Context: an optimization exercise on an open-source flow, tuned for small area, a short achievable clock period and few clock cycles. The choices shown serve that exercise and are no tape-out recipe.
Only simulation tests tie the RTL to the original design; equivalence was not proved.
Power and IR drop assume default switching activity.

==> module obc_ilv, before the edit <==
module obc_ilv (
    input  wire         clk,
    input  wire         rst,
    input  wire         do_cfg,     
    input  wire         do_bit,     
    input  wire         do_end,     
    input  wire [1:0]   mod_in,
    input  wire         b,
    output wire         idle,       
    output wire         emit,       
    output reg  [8:0]   ncbps_out,
    output wire [287:0] buf_out
);
    reg [1:0]   mod;
    reg [3:0]   fa;
    reg [4:0]   fb;
    reg [8:0]   j;
    reg [1:0]   r3;
    reg [287:0] buffer;
    reg [4:0]   last_b;
    reg [4:0]   inc;
    integer     n;
    assign buf_out = buffer;
    assign idle    = (fa == 4'd0) && (fb == 5'd0);
    always @(*) begin
        case (mod)
            2'd0: begin ncbps_out = 9'd48;  last_b = 5'd2;  inc = 5'd3; end
            2'd1: begin ncbps_out = 9'd96;  last_b = 5'd5;  inc = 5'd6; end
            2'd2: begin ncbps_out = 9'd192; last_b = 5'd11; inc = (fa[0] ^ fb[0]) ? 5'd11 : 5'd13; end
            default: begin ncbps_out = 9'd288; last_b = 5'd17; inc = (r3 != 2'd0) ? 5'd17 : 5'd20; end
        endcase
    end
    wire wrap = (fa == 4'd15);
    assign emit = wrap && (fb == last_b);
    reg [17:0] row;
    reg [15:0] col;
    always @(*) begin
        for (n = 0; n < 18; n = n + 1)
            row[n] = do_bit && (j[8:4] == n);
        for (n = 0; n < 16; n = n + 1)
            col[n] = (j[3:0] == n);
    end
    always @(posedge clk) begin
        for (n = 0; n < 288; n = n + 1)
            if (row[n / 16] & col[n % 16])
                buffer[n] <= b;
    end
    always @(posedge clk) begin
        if (rst) begin
            mod <= 2'd0;
            fa  <= 4'd0;
            fb  <= 5'd0;
            j   <= 9'd0;
            r3  <= 2'd0;
        end else if (do_cfg) begin
            if (idle)
                mod <= mod_in;
        end else if (do_end || (do_bit && emit)) begin
            fa <= 4'd0;
            fb <= 5'd0;
            j  <= 9'd0;
            r3 <= 2'd0;
        end else if (do_bit) begin
            fa <= fa + 4'd1;
            if (wrap) begin
                fb <= fb + 5'd1;
                j  <= {4'd0, fb + 5'd1};
                r3 <= (r3 == 2'd2) ? 2'd0 : r3 + 2'd1;
            end else begin
                j  <= j + {4'd0, inc};
                r3 <= (r3 == 2'd0) ? 2'd2 : r3 - 2'd1;
            end
        end
    end
endmodule
Settings: LEC_CHECK=0, CAP_MARGIN=20, CORE_MARGIN=2, CORE_UTILIZATION=40, PLACE_DENSITY=0.6, SLEW_MARGIN=20, SYNTH_MEMORY_MAX_BITS=16384; clock period 16.0 ns.
run.sh (not shown) runs the stock make flow with config.mk's settings and CLKGATE_MAP_FILE= SYNTH_SCRIPT=/design/flow/synth_recipe.tcl, a recipe that flattens the netlist after the stock synthesis.
The first run went through all stages and came out clean.
Testbench counts at the start, summed over its fixed seeds: cycles 35,835.
Next try:
--- a/flow/design.v
+++ b/flow/design.v
@@ -82,24 +82,33 @@
 );
     reg [1:0]   mod;
-    reg [3:0]   fa;
-    reg [4:0]   fb;
-    reg [8:0]   j;
-    reg [1:0]   r3;
+    reg [8:0]   fill;
     reg [287:0] buffer;
-    reg [4:0]   last_b;
-    reg [4:0]   inc;
+    reg [8:0]   j;
     integer     n;
+    assign idle    = (fill == 9'd0);
     assign buf_out = buffer;
-    assign idle    = (fa == 4'd0) && (fb == 5'd0);
     always @(*) begin
         case (mod)
-            2'd0: begin ncbps_out = 9'd48;  last_b = 5'd2;  inc = 5'd3; end
-            2'd1: begin ncbps_out = 9'd96;  last_b = 5'd5;  inc = 5'd6; end
-            2'd2: begin ncbps_out = 9'd192; last_b = 5'd11; inc = (fa[0] ^ fb[0]) ? 5'd11 : 5'd13; end
-            default: begin ncbps_out = 9'd288; last_b = 5'd17; inc = (r3 != 2'd0) ? 5'd17 : 5'd20; end
+            2'd0: ncbps_out = 9'd48;
+            2'd1: ncbps_out = 9'd96;
+            2'd2: ncbps_out = 9'd192;
+            default: ncbps_out = 9'd288;
+        endcase
+    end
+    assign emit = (fill == ncbps_out - 9'd1);
+    wire [3:0] fa = fill[3:0];
+    wire [4:0] fb = fill[8:4];
+    reg  [1:0] bm3, am3, rm3;
+    always @(*) begin
+        bm3 = 2'(fb % 5'd3);
+        am3 = 2'(fa % 4'd3);
+        rm3 = (bm3 >= am3) ? bm3 - am3 : bm3 + 2'd3 - am3;
+        case (mod)
+            2'd0: j = 9'd3 * fa + fb;
+            2'd1: j = 9'd6 * fa + fb;
+            2'd2: j = 9'd12 * fa + {fb[4:1], fb[0] ^ fa[0]};
+            default: j = 9'd18 * fa + (fb - bm3) + rm3;
         endcase
     end
-    wire wrap = (fa == 4'd15);
-    assign emit = wrap && (fb == last_b);
     reg [17:0] row;
     reg [15:0] col;
@@ -117,27 +126,13 @@
     always @(posedge clk) begin
         if (rst) begin
-            mod <= 2'd0;
-            fa  <= 4'd0;
-            fb  <= 5'd0;
-            j   <= 9'd0;
-            r3  <= 2'd0;
+            mod  <= 2'd0;
+            fill <= 9'd0;
         end else if (do_cfg) begin
             if (idle)
                 mod <= mod_in;
-        end else if (do_end || (do_bit && emit)) begin
-            fa <= 4'd0;
-            fb <= 5'd0;
-            j  <= 9'd0;
-            r3 <= 2'd0;
+        end else if (do_end) begin
+            fill <= 9'd0;
         end else if (do_bit) begin
-            fa <= fa + 4'd1;
-            if (wrap) begin
-                fb <= fb + 5'd1;
-                j  <= {4'd0, fb + 5'd1};
-                r3 <= (r3 == 2'd2) ? 2'd0 : r3 + 2'd1;
-            end else begin
-                j  <= j + {4'd0, inc};
-                r3 <= (r3 == 2'd0) ? 2'd2 : r3 - 2'd1;
-            end
+            fill <= emit ? 9'd0 : fill + 9'd1;
         end
     end
After rerunning:
- The new run went through all stages and came out clean
- fmax falls by 44%
- power decreases by 0.40%
- cell area goes up by 9.1%
- sequential power barely changes
- via count rose by 17%
- setup slack gets worse by 3700 ps
- hold slack gets better by 21 ps
- die area goes up by 12%
- count of clock-buffer cells in the layout rose by 4
- global-route usage rose by 1.7 points
- routed wire length climbs by 21%
- sequential share of layout area came out lower by 5.0 points
- area after synthesis grows by 12%
Testbench counts after the change, summed over its fixed seeds: cycles 35,835.

==> re-timing with driven ports <==
In the flow no input, the clock included, has a driving cell. The finished layouts below were timed again as built, in two steps.
Step 1 sets driving cells, clkbuf_16 on the clock port and buf_2 on the other inputs (assumed; they add their load-dependent delay and slew).
Step 2 also shifts input and output timing later by t, the mid clock arrival at the registers, as if the neighbouring blocks saw the same clock.
a / b / c = no drivers / after step 1 / after step 2; a / b = the first two.
run	t, ns	slack for setup (ns)	worst setup path at the end
the first run	0.640	11.259 / 11.204 / 10.927	input to register
the second run	0.635	7.511 / 7.511 / 7.511	register to register
After both steps setup and hold are still met in every run listed. The setup slack of the first run, which loses most, moves by -0.055 ns with the drivers and by -0.332 ns with both steps.
